From an optimization exercise on the open Yosys and OpenROAD flow, aimed at small area, a short achievable clock period and few clock cycles per item; shortcuts taken in it are not production practice. Only simulation tests tie the RTL to the original design; equivalence was not proved. Power is estimated from default activity; no workload was simulated.

==> flow/design.v (excerpt) <==
module vcsk_core (
    input  wire        clk,
    input  wire        rst,
    input  wire        cmd_valid,
    output wire        cmd_ready,
    input  wire [31:0] cmd_data,
    output reg         rsp_valid,
    output reg  [31:0] rsp_data,
    output reg         rsp_err
);
clock: 44.0 ns
lec_check: 0
cap_margin: 20
core_margin: 2
core_utilization: 50
cts_buf_list: sky130_fd_sc_hd__clkbuf_16
cts_cluster_diameter: 80
cts_cluster_size: 24
slew_margin: 20
standard.sh (not shown) runs the stock make flow with config.mk's settings and CLKGATE_MAP_FILE= SYNTH_SCRIPT=/design/flow/synth_recipe.tcl, a recipe that flattens the netlist after the stock synthesis.
==> flow/flow/run.sh <==
#!/bin/bash
# The standard layout, with two changes to how it is made:
# - the port buffers that buffer_ports inserts are sky130_fd_sc_hd__buf_2;
# - clock tree synthesis inserts no dummy loads.
set -euo pipefail
export BUFFER_PORTS_ARGS="-buffer_cell sky130_fd_sc_hd__buf_2"
export CTS_ARGS="-sink_clustering_enable -repair_clock_nets -sink_clustering_size 24 -sink_clustering_max_diameter 80 -buf_list sky130_fd_sc_hd__clkbuf_16 -dont_use_dummy_load"
bash standard.sh finish > standard.log 2>&1
Testbench counts at the start, summed over its fixed seeds: cycles 12,288, items 12,256.
Change:
==> flow/flow/run.sh (replaced) <==
#!/bin/bash
# The standard layout, with the port buffers that buffer_ports inserts made
# sky130_fd_sc_hd__buf_2 cells instead of its default choice.
set -euo pipefail
export BUFFER_PORTS_ARGS="-buffer_cell sky130_fd_sc_hd__buf_2"
bash standard.sh finish > standard.log 2>&1
CORE_UTILIZATION = 58   (was 50)
=> Setup slack is worse by 0.28 ns; cell area is about the same; utilization is higher by 8.7 points; routed wire length grows by 2.1%; maximum frequency drops by 2.7%; clock power rises by 4.1%; first-iteration DRC count rose by 24%; worst hold slack improves by 0.010 ns; total power went up by 1.2%.
Change:
CORE_UTILIZATION = 50   (was 58)
Result: Final cell count goes up by about 3.7%; global-route usage falls by 4.9 points; critical path depth does not change; total power rose by 3.8%.
Change:
CTS_BUF_LIST = sky130_fd_sc_hd__clkbuf_8 sky130_fd_sc_hd__clkbuf_16   (was sky130_fd_sc_hd__clkbuf_16)
CTS_CLUSTER_DIAMETER = 60   (was 80)
CTS_CLUSTER_SIZE = 20   (was 24)
Outcome:
- clock-buffer cell count rose by 55
- die area is unchanged
- via count came out higher by 0.68%
- utilization rose by 1.2 points
- routed wire length goes up by 0.37%
- power rose by 12%
Change:
==> flow/flow/run.sh (replaced) <==
#!/bin/bash
# The standard layout, with two changes to how it is made:
# - the port buffers that buffer_ports inserts are sky130_fd_sc_hd__buf_2;
# - clock tree synthesis inserts no dummy loads.
set -euo pipefail
export BUFFER_PORTS_ARGS="-buffer_cell sky130_fd_sc_hd__buf_2"
export CTS_ARGS="-sink_clustering_enable -repair_clock_nets -sink_clustering_size 24 -sink_clustering_max_diameter 80 -buf_list sky130_fd_sc_hd__clkbuf_16 -dont_use_dummy_load"
bash standard.sh finish > standard.log 2>&1
CAP_MARGIN = 5   (was 20)
CTS_BUF_LIST = sky130_fd_sc_hd__clkbuf_16   (was sky130_fd_sc_hd__clkbuf_8 sky130_fd_sc_hd__clkbuf_16)
CTS_CLUSTER_DIAMETER = 80   (was 60)
CTS_CLUSTER_SIZE = 24   (was 20)
SLEW_MARGIN = 5   (was 20)
- The changed run finished with timing, DRC and antenna clean
- area after synthesis stays the same
- setup slack is better by 0.10 ns
- routed wire length falls slightly
- critical path depth does not change
- sequential share of layout area rises by 1.6 points
- clock power falls by well over a third
- power falls by about a fifth
- hold slack is better by 0.0043 ns
Change:
==> flow/flow/run.sh (replaced) <==
#!/bin/bash
# The standard layout, with the port buffers that buffer_ports inserts made
# sky130_fd_sc_hd__buf_2 cells instead of its default choice.
set -euo pipefail
export BUFFER_PORTS_ARGS="-buffer_cell sky130_fd_sc_hd__buf_2"
bash standard.sh finish > standard.log 2>&1
=> Power came out higher by 4.9%. Hold slack stays flat. Setup slack loses 0.0045 ns. Flip-flop and latch count does not change. Maximum frequency stays flat.

-- what the ideal ports hide --
Ports are ideal in the flow. The routed layouts listed here were re-timed in OpenROAD. Step 1: set_driving_cell puts a clkbuf_16 on clk and a buf_2 on each other input, an assumption about the parent block. Step 2, shift: input delay + t, output delay - t, t = (earliest + latest rising clock arrival at the registers) / 2. This alone moves slack from input paths to output paths. Slacks: ideal / step 1 / step 2; pairs: ideal / step 1.
| run | t, ns | setup slack, ns | hold WS [ns] | worst setup path at the end | worst slew at a driven data input, ns |
|---|---|---|---|---|---|
| the first run | 0.782 | 34.001 / 33.916 / 34.692 | 0.335 / 0.335 / 0.335 | input to register | 0.27 |
| the second run | 0.780 | 33.725 / 33.644 / 34.424 | 0.345 / 0.345 / 0.345 | register to output | 0.04 |
| the third run | 0.802 | 34.002 / 33.919 / 34.655 | 0.332 / 0.332 / 0.332 | input to register | 0.31 |
| the fourth run | 0.867 | 33.909 / 33.827 / 34.642 | 0.328 / 0.328 / 0.328 | input to register | 0.32 |
| the fifth run | 0.784 | 34.010 / 33.926 / 34.704 | 0.332 / 0.332 / 0.332 | input to register | 0.25 |
| the sixth run | 0.802 | 34.006 / 33.921 / 34.705 | 0.332 / 0.332 / 0.332 | input to register | 0.24 |
After both steps setup and hold are still met in every run listed.
